Source: an optimization exercise on an open RTL-to-GDS flow (aim: small area, a short achievable clock period and few clock cycles). Production flows keep margins and buffers that such runs may drop. No functional check of the RTL was part of this run.

===== flow/config.mk =====
export PLATFORM = sky130hd
export DESIGN_NAME = myasm_core
export DESIGN_NICKNAME = myasm_core
export VERILOG_FILES = /design/flow/design.v
export SDC_FILE = /design/flow/constraint.sdc
export NUM_CORES = 4
export LEC_CHECK = 0
export CAP_MARGIN = 20
export CORE_MARGIN = 2
export CORE_UTILIZATION = 40
export SLEW_MARGIN = 20

===== flow/run.sh =====
#!/bin/bash
# synth_recipe.tcl (not shown) runs the flow's synth.tcl, then flattens the netlist and writes it again
# the make line also repeats each setting of config.mk as NAME=value (left out here)
make -C /OpenROAD-flow-scripts/flow DESIGN_CONFIG=/design/flow/config.mk WORK_HOME=/design/flow/orfs CLKGATE_MAP_FILE= SYNTH_SCRIPT=/design/flow/synth_recipe.tcl finish

===== flow/constraint.sdc =====
create_clock -name core_clock -period 160.0 [get_ports {clk}]
set_input_delay 32.0000 -clock core_clock [delete_from_list [all_inputs] [get_ports {clk}]]
set_output_delay 32.0000 -clock core_clock [all_outputs]
set_load 0.01 [all_outputs]

===== flow/design.v =====
module myasm_core #(
    parameter STACK_CAP = 16,
    parameter CALL_CAP  = 8
) (
    input  wire        clk,
    input  wire        rst,
    output wire [23:0] imem_addr,
    input  wire [31:0] imem_rdata,
    input  wire        imem_valid,
    output wire [31:0] dmem_addr,
    input  wire [31:0] dmem_rdata,
    input  wire        dmem_valid,
    output wire        dmem_we,
    output wire [31:0] dmem_wdata,
    output wire [3:0]  io_port,
    output wire        io_rd,
    output wire        io_wr,
    input  wire        io_empty,
    input  wire [31:0] io_rdata,
    output wire [31:0] io_wdata,
    output reg  [1:0]  outcome,
    output reg  [3:0]  fault_code,
    output wire [23:0] fault_pc
);
    localparam OP_PUSH = 5'h00, OP_POP = 5'h01, OP_JMP = 5'h02, OP_JZ = 5'h03,
               OP_JNZ = 5'h04, OP_JS = 5'h05, OP_JNS = 5'h06, OP_CALL = 5'h07,
               OP_RET = 5'h08, OP_INPUT = 5'h09, OP_OUTPUT = 5'h0A, OP_INC = 5'h0B,
               OP_DEC = 5'h0C, OP_ADD = 5'h0D, OP_SUB = 5'h0E, OP_MUL = 5'h0F,
               OP_DIV = 5'h10, OP_LOAD = 5'h11, OP_STORE = 5'h12, OP_SWAP = 5'h13,
               OP_HLT = 5'h14;
    localparam MD_K = 4;                 
    localparam MD_G = 32 / MD_K;         
    localparam MDW  = $clog2(MD_G);
    localparam NE   = STACK_CAP - 2;
    localparam NC   = CALL_CAP - 1;
    reg [23:0] fa;           
    reg [31:0] ir;           
    reg        irv;          
    reg        iv;           
    reg [23:0] pc;           
    reg [4:0]  depth;
    reg [3:0]  cdepth;
    reg [31:0] s0, s1;
    reg [31:0] e  [0:NE-1];
    reg [23:0] c0;
    reg [23:0] ce [0:NC-1];
    reg [31:0] dar;          
    reg        rd_r, wr_r, we_r;
    reg [7:0]  vmax;         
    reg        vok;
    reg [31:0] rem;          
    reg [MDW-1:0] dcnt;      
    reg        mdbusy;       
    reg        dflip;        
    assign imem_addr  = fa;
    assign fault_pc   = pc;
    assign dmem_addr  = dar;
    assign dmem_we    = we_r;
    assign dmem_wdata = s0;
    assign io_port    = ir[3:0];
    assign io_rd      = rd_r;
    assign io_wr      = wr_r;
    assign io_wdata   = s0;
    wire        running = (outcome == 2'd0);
    wire        act = running && irv;
    wire [7:0]  opb = ir[31:24];
    wire [4:0]  op  = ir[28:24];
    wire        legal = iv && (opb <= 8'h13);
    wire [23:0] arg = ir[23:0];
    wire        port_bad = |arg[23:4];
    wire d0    = (depth == 5'd0);
    wire dl2   = (depth[4:1] == 4'd0);
    wire dfull = depth[4];
    wire cd0   = (cdepth == 4'd0);
    wire cfull = cdepth[3];
    wire i_push  = legal && op == OP_PUSH;
    wire i_pop   = legal && op == OP_POP;
    wire i_br    = legal && (op == OP_JZ || op == OP_JNZ || op == OP_JS || op == OP_JNS);
    wire i_call  = legal && op == OP_CALL;
    wire i_ret   = legal && op == OP_RET;
    wire i_in    = legal && op == OP_INPUT;
    wire i_out   = legal && op == OP_OUTPUT;
    wire i_inc   = legal && op == OP_INC;
    wire i_dec   = legal && op == OP_DEC;
    wire i_add   = legal && op == OP_ADD;
    wire i_sub   = legal && op == OP_SUB;
    wire i_mul   = legal && op == OP_MUL;
    wire i_div   = legal && op == OP_DIV;
    wire i_load  = legal && op == OP_LOAD;
    wire i_store = legal && op == OP_STORE;
    wire i_swap  = legal && op == OP_SWAP;
    wire md      = i_mul || i_div;
    wire s0zero = (s0 == 32'd0);
    reg       term;
    reg [1:0] t_out;
    reg [3:0] t_code;
    always @* begin
        term = 1'b1;
        t_out = 2'd3;
        t_code = 4'd0;
        if (!iv)
            t_code = 4'd10;
        else if (opb == {3'd0, OP_HLT})
            t_out = 2'd1;
        else if (opb > {3'd0, OP_HLT})
            t_code = 4'd9;
        else if ((i_push || i_in) && dfull)
            t_code = 4'd1;
        else if ((i_pop || i_br || i_out || i_inc || i_dec || i_load) && d0)
            t_code = 4'd2;
        else if ((i_add || i_sub || i_mul || i_div || i_store || i_swap) && dl2)
            t_code = 4'd2;
        else if ((i_in || i_out) && port_bad)
            t_code = 4'd5;
        else if (i_in && io_empty)
            t_out = 2'd2;
        else if ((i_load || i_store) && !dmem_valid)
            t_code = 4'd6;
        else if (i_div && s0zero)
            t_code = 4'd7;
        else if (i_call && cfull)
            t_code = 4'd3;
        else if (i_ret && cd0)
            t_code = 4'd4;
        else
            term = 1'b0;
    end
    wire        unary = i_inc || i_dec;
    wire [31:0] ax = i_mul ? 32'd0 : unary ? s0 : s1;
    wire [31:0] ay = i_add ? s0 : (i_sub || i_mul) ? ~s0 : i_inc ? 32'd0 : 32'hffffffff;
    wire [31:0] asum = ax + ay + {31'd0, i_sub || i_inc || i_mul};
    wire        bneg = s0[31];
    wire        a_le0 = s1[31] || (s1 == 32'd0);
    wire        flip = bneg ? !a_le0 : s1[31];
    wire [31:0] abase = bneg ? asum : s1;
    wire [31:0] adiv = abase ^ {32{bneg ? a_le0 : s1[31]}};
    wire        ycin = i_div && !bneg;
    wire [31:0] y = s0 ^ {32{ycin}};
    wire [31:0] qx = i_div ? adiv : s1;
    wire [31:0] qa = s1 ^ {32{s1[31]}};
    wire [31:0] qz = (i_div && bneg && s1[31]) ? {qa[30:0], 1'b1} : qa;
    reg  [MDW-1:0] nz;
    reg            zrun;
    integer g;
    always @* begin
        nz = 0;
        zrun = 1'b1;
        for (g = MD_G - 1; g > 0; g = g - 1) begin
            zrun = zrun && (qz[g*MD_K +: MD_K] == 0);
            if (zrun) nz = nz + 1'b1;
        end
    end
    wire [31:0] qsh = qx << (nz * MD_K);
    wire        dlast = mdbusy ? (dcnt == 0) : (nz == MD_G - 1);
    reg  [31:0] dr, dq, dt;
    reg  [32:0] ds;
    reg         dsel;
    integer k;
    always @* begin
        dr = mdbusy ? rem : (i_mul && s1[31]) ? asum : 32'd0;
        dq = mdbusy ? s1 : qsh;
        for (k = 0; k < MD_K; k = k + 1) begin
            dt = {dr[30:0], i_div & dq[31]};
            ds = {1'b0, dt} + {1'b0, y} + {32'd0, ycin};
            dsel = i_div ? ds[32] : dq[31];
            dr = dsel ? ds[31:0] : dt;
            dq = {dq[30:0], ds[32]};
        end
    end
    wire stall = (md && !dlast) || (i_store && !we_r);
    wire adv   = act && !stall;              
    wire endrun = act && term;
    wire push_s = i_push || i_in;
    wire pop_s  = i_pop || i_out || i_store || i_add || i_sub || i_mul || i_div;
    reg [31:0] s2;
    reg [23:0] c1;
    integer j;
    always @* begin
        s2 = 32'd0;
        for (j = 0; j < NE; j = j + 1)
            s2 = s2 | (e[j] & {32{depth == j + 3}});
        c1 = 24'd0;
        for (j = 0; j < NC; j = j + 1)
            c1 = c1 | (ce[j] & {24{cdepth == j + 2}});
    end
    wire [23:0] pc1 = pc + 24'd1;
    wire        n_ld = adv && i_load;
    wire        n_in = adv && i_in;
    reg  [31:0] s0r;
    always @* begin
        s0r = s0;
        if (adv) begin
            if (i_push)
                s0r = {{8{arg[23]}}, arg};
            else if (i_pop || i_out || i_store || i_swap)
                s0r = s1;
            else if (i_add || i_sub || i_inc || i_dec)
                s0r = asum;
            else if (i_mul)
                s0r = dr;
            else if (i_div)
                s0r = dq ^ {32{mdbusy ? dflip : flip}};
        end
    end
    wire [31:0] s0n = n_ld ? dmem_rdata : n_in ? io_rdata : s0r;
    wire        n_zero = n_ld ? (dmem_rdata == 32'd0) : n_in ? (io_rdata == 32'd0) : (s0r == 32'd0);
    reg [31:0] s1n;
    reg [23:0] c0n;
    reg [4:0]  depthn;
    always @* begin
        s1n = s1;
        if (adv && (push_s || i_swap))
            s1n = s0;
        else if (adv && pop_s)
            s1n = s2;
        else if (act && md)
            s1n = dq;
        c0n = c0;
        if (adv && i_call)
            c0n = pc1;
        else if (adv && i_ret)
            c0n = c1;
        depthn = depth;
        if (adv && push_s)
            depthn = depth + 5'd1;
        else if (adv && pop_s)
            depthn = depth - 5'd1;
    end
    wire        ld    = !irv || adv;         
    wire        cont  = running && !endrun;  
    wire [7:0]  wop   = imem_rdata[31:24];
    wire [23:0] warg  = imem_rdata[23:0];
    wire        wok   = imem_valid && (wop[7:5] == 3'd0);
    wire        w_jmp = wok && (wop[4:0] == OP_JMP || wop[4:0] == OP_CALL);
    wire        w_br  = wok && (wop[4:0] == OP_JZ || wop[4:0] == OP_JNZ ||
                                wop[4:0] == OP_JS || wop[4:0] == OP_JNS);
    wire        w_ret = wok && wop[4:0] == OP_RET;
    wire        w_in  = wok && wop[4:0] == OP_INPUT;
    wire        w_out = wok && wop[4:0] == OP_OUTPUT;
    wire        w_st  = wok && wop[4:0] == OP_STORE;
    wire        w_ld  = wok && wop[4:0] == OP_LOAD;
    wire        w_pbad = |warg[23:4];
    reg         w_taken;
    always @* begin
        case (wop[2:0])
            3'd3:    w_taken = n_zero;       
            3'd4:    w_taken = !n_zero;      
            3'd5:    w_taken = s0n[31];      
            default: w_taken = !s0n[31];     
        endcase
    end
    wire [23:0] fa1 = fa + 24'd1;
    reg  [23:0] fan;
    always @* begin
        if (!ld)
            fan = fa;
        else if (w_jmp || (w_br && w_taken))
            fan = warg;
        else if (w_ret)
            fan = c0n;
        else
            fan = fa1;
    end
    wire s1n_known = vok && (s1n[31:8] == 24'd0) && (s1n[7:0] <= vmax);
    wire dar_hi0   = (dar[31:8] == 24'd0);
    wire dar_known = vok && (dar[7:0] <= vmax);
    always @(posedge clk) begin
        if (rst) begin
            fa <= 24'd0;
            pc <= 24'd0;
            irv <= 1'b0;
            depth <= 5'd0;
            cdepth <= 4'd0;
            outcome <= 2'd0;
            fault_code <= 4'd0;
            rd_r <= 1'b0;
            wr_r <= 1'b0;
            we_r <= 1'b0;
            vok <= 1'b0;
            mdbusy <= 1'b0;
        end else if (running) begin
            if (endrun) begin
                outcome <= t_out;
                fault_code <= t_code;
            end
            fa <= fan;
            if (ld) begin
                irv <= 1'b1;
                if (!endrun)
                    pc <= fa;
            end
            depth <= depthn;
            if (adv && i_call) cdepth <= cdepth + 4'd1;
            if (adv && i_ret)  cdepth <= cdepth - 4'd1;
            rd_r <= ld && cont && w_in && depthn != 5'd16 && !w_pbad;
            wr_r <= ld && cont && w_out && depthn != 5'd0 && !w_pbad;
            we_r <= ld ? (cont && w_st && depthn[4:1] != 4'd0 && s1n_known)
                       : (cont && i_store && !we_r);
            if (dmem_valid && dar_hi0 && !dar_known) begin
                vmax <= dar[7:0];
                vok <= 1'b1;
            end
            if (act && md) begin
                mdbusy <= !dlast;
                dcnt <= mdbusy ? dcnt - 1'b1 : MD_G - 2 - nz;
                rem <= dr;
                if (!mdbusy) dflip <= flip;
            end
        end
    end
    integer i;
    always @(posedge clk) begin
        if (ld) begin
            ir <= imem_rdata;
            iv <= imem_valid;
            dar <= w_ld ? s0n : s1n;
        end
        s0 <= s0n;
        s1 <= s1n;
        c0 <= c0n;
        for (i = 0; i < NE; i = i + 1)
            if (adv && push_s && depth == i + 2)
                e[i] <= s1;
        for (i = 0; i < NC; i = i + 1)
            if (adv && i_call && cdepth == i + 1)
                ce[i] <= c0;
    end
endmodule

==> results.ini <==
[die]
core_area_sq_um = 136000
dieHeight_um = 374
fp.dieArea_sq_um = 140000
floorplan.rows = 135
floorplan.initialDensity_pct = 40.3
io_pins = 258
die_width_um = 374

[place]
finalWeightedCongestion = 1.06
detailedPlacementHpwl_um = 195000
placement.io_buffers = 257

[setup_path]
critPathLaunchType = input pin
worst_ep_required_time_ps = 160530
worst-path-max-fanout = 48
critical_path_class = in2reg
cp.arrival_ps = 36260
cp-end-kind = register

[clocking]
cts_inserted_buffers = 94
clock_tree.buffer_depth = 3
cts.hold.buffers_added = 0
ctsRootBufferMaster = sky130_fd_sc_hd__clkbuf_16
cts_resized = 0
cts.sink_count = 881
cts_tree = built
clkLatencyLatePin_ps = 780
worst_setup_hold_path_clk_slew_ps = 60
cts_setup_buffers = 0
cts-htree-levels = 3

[yosys]
share_of_synthesized_area_occupied_by_flip_flops_and_latches_pct = 45.5
post_synth_num_cell_types = 116
synth_top_cells_by_count = 724 x sky130_fd_sc_hd__edfxtp_1, 641 x sky130_fd_sc_hd__nand2_1, 461 x sky130_fd_sc_hd__a21oi_1
synth_cells = 5741
synth.top_cell.area_share_pct = 39.8
async_reset_ff_share_pct = 0
synth_edf_count = 724
synthesis.area_sq_um = 54700
synthesis.nets = 6040
synth.yosys.warnings = 3
synthFlopType = sky130_fd_sc_hd__edfxtp_1
yosys.cell_count.top_type = sky130_fd_sc_hd__edfxtp_1
yosys-top-cells-area = sky130_fd_sc_hd__edfxtp_1 40%, sky130_fd_sc_hd__dfxtp_1 5.7%, sky130_fd_sc_hd__nand2_1 4.4%
synth.largest_area_cell = sky130_fd_sc_hd__edfxtp_1
synth_seq_cells = 881
syn_area_per_cell_sq_um = 9.52

[sta]
timing.fmax_mhz = 28.0
timing.setup.tns_ps = 0
setup_repair_after_global_routing_missed_its_margin = false
worst_slew_margin_rel_pct = 15.5
setup_viol_count_final = 0
hold-worst-slack_ps = 477
finalWorstPathRequiredPeriod_ps = 35730
min_period_over_period_pct = 22.3
skew_ps = 107
worst-slew-pin-transition_ps = 1250
finalHoldViolations = 0
timing_max_transition_violations_final = 0

[cells_and_area]
filler_cells = 12700
syn2layout_area_growth_pct = 15.2
final_layout_size_suffix_gt1_share_pct = 9.23
final_net_count = 6158
layout.core_utilization_pct = 46.4

[detailed_routing]
detail_route.drc_violations = 0
drtAntennaViolNets = 0
routedWlPerCell_um = 34.8
initial_drt_pass_iterations = 9
vias = 51900
dr.first_iter.drc_count = 7944
routed_wirelength_um = 269000
via_density_per_instance = 6.72

[flow_run]
cap_violations = 0

[global_route]
grt_remaining_overflow = 0
grt_first_pass_wirelength_um = 371000
antenna_found_initial = 24
first_global_vias = 47300
grt_start_max_net_pins = 66
groute.usage.overall_pct = 37.0

[worst_hold_path]
hold_class = reg2reg

[outcome]
outcome = no timing/DRC/antenna violations

==> sequential cells by signal (all words and copies together), names as in the netlist, 24 cells and up <==
signal / count
ce: 168
rem: 31
ir: 32
dar: 32
e: 448
s0: 32
fa: 24
pc: 24
c0: 24
s1: 32
==> metrics by stage <==
step / instances / setup slack [ps] / area [sq um]
6_report: 7725 / 124270 / 63000
4_1_cts: 7719 / 124610 / 63000
3_3_place_gp: 7544 / 124020 / 59600
2_1_floorplan: 5741 / 125660 / 54700
3_5_place_dp: 7544 / 123860 / 59600
5_1_grt: 7720 / 124050 / 63000
==> per-layer routing <==
metal / routed length, um / track usage [%]
met1: 108000 / 50.2
met2: 111000 / 53.3
met3: 35500 / 12.9
met4: 13900 / 15.5
met5: 228 / 0
==> cell families (layout without fill, tap and decap cells) <==
group                      after synthesis  after routing  share of synthesized area [%]
xor gates and xnor gates               231            231                           3.70
DFF                                    881            881                           45.5
and+or+nand+nor                       1809           1809                           15.5
muxes                                  102            102                           1.94
adders and majority gates              198            198                           4.61
AOI/OAI and AO/OA                     1944           1944                           24.4
other                                    0              6                              0
buffers and inverters                  576            773                           4.35
==> layout make-up <==
class	instances	area (sq um)	share of cell area, %
well taps	1781	2230	3.54
diodes	6	15.0	0.0238
multi-input cells	4284	27800	44.2
inverters	119	457	0.725
repair buffers	479	4230	6.72
clock buffers	104	2400	3.81
flip-flops and latches	881	24900	39.5
clock inverters	71	931	1.48
==> placed cells by master, fill, tap and decap left out, drive strengths merged, types with 32 or more instances in the layout <==
cell           netlist  final
edfxtp             724    724
or3                 41     41
a221oi              97     97
and3                39     39
o21a                39     39
clkbuf             327    104
a211oi              72     72
o22a                40     40
nor2b               32     32
and2                45     45
nand2b              49     49
nor3               170    170
clkdlybuf4s50        0    256
mux2i               69     69
mux2                33     33
o21ai              306    306
inv                119    124
nand2              641    641
o31ai               38     38
nor4                69     69
nand3              136    136
buf                130    223
o211ai              36     36
clkinv               0     43
a22oi              177    177
ha                 192    192
a21o               143    143
a21oi              461    461
a22o                72     72
nand4               74     74
dfxtp              157    157
nor2               432    432
xor2                95     95
xnor2              136    136
a31oi              134    134
==> worst paths after layout <==
check	from	to	slack, ps	cells past startpoint
worst min-delay path	fa[1]	pc[1]	480	2
worst max register to register	s0[31]	fa[10]	132110	91
worst max-delay path	dmem_rdata[25]	fa[10]	124270	13
worst min register to register	fa[1]	pc[1]	480	2
==> critical path: stages <==
cell and delay, ps:
sky130_fd_sc_hd__clkdlybuf4s50_1 800, sky130_fd_sc_hd__nor4_1 410, sky130_fd_sc_hd__nand4_1 120, sky130_fd_sc_hd__nor2_1 390, sky130_fd_sc_hd__o2111ai_1 170, sky130_fd_sc_hd__nor4bb_1 300
sky130_fd_sc_hd__and4b_1 220, sky130_fd_sc_hd__nand4_1 90, sky130_fd_sc_hd__nor4_2 580, sky130_fd_sc_hd__mux2i_4 330, sky130_fd_sc_hd__buf_4 480, sky130_fd_sc_hd__a21o_1 210
sky130_fd_sc_hd__a31oi_1 80

## re-timing with driven ports
Ports are ideal in the flow. The routed layout listed here was re-timed in OpenROAD. Step 1 sets driving cells, clkbuf_16 on the clock port and buf_2 on the other inputs (assumed; they add their load-dependent delay and slew). Step 2, shift: input delay + t, output delay - t, t = (earliest + latest rising clock arrival at the registers) / 2. This alone moves slack from input paths to output paths. a / b / c = ideal / step 1 / step 2; a / b = the first two.
shift t [ns]: 0.808
slack for setup (ns): 124.270 / 124.323 / 123.515
worst setup path after step 2: input to register
After both steps setup and hold are still met in this run. The setup slack of this run moves by +0.053 ns with the drivers and by -0.755 ns with both steps.
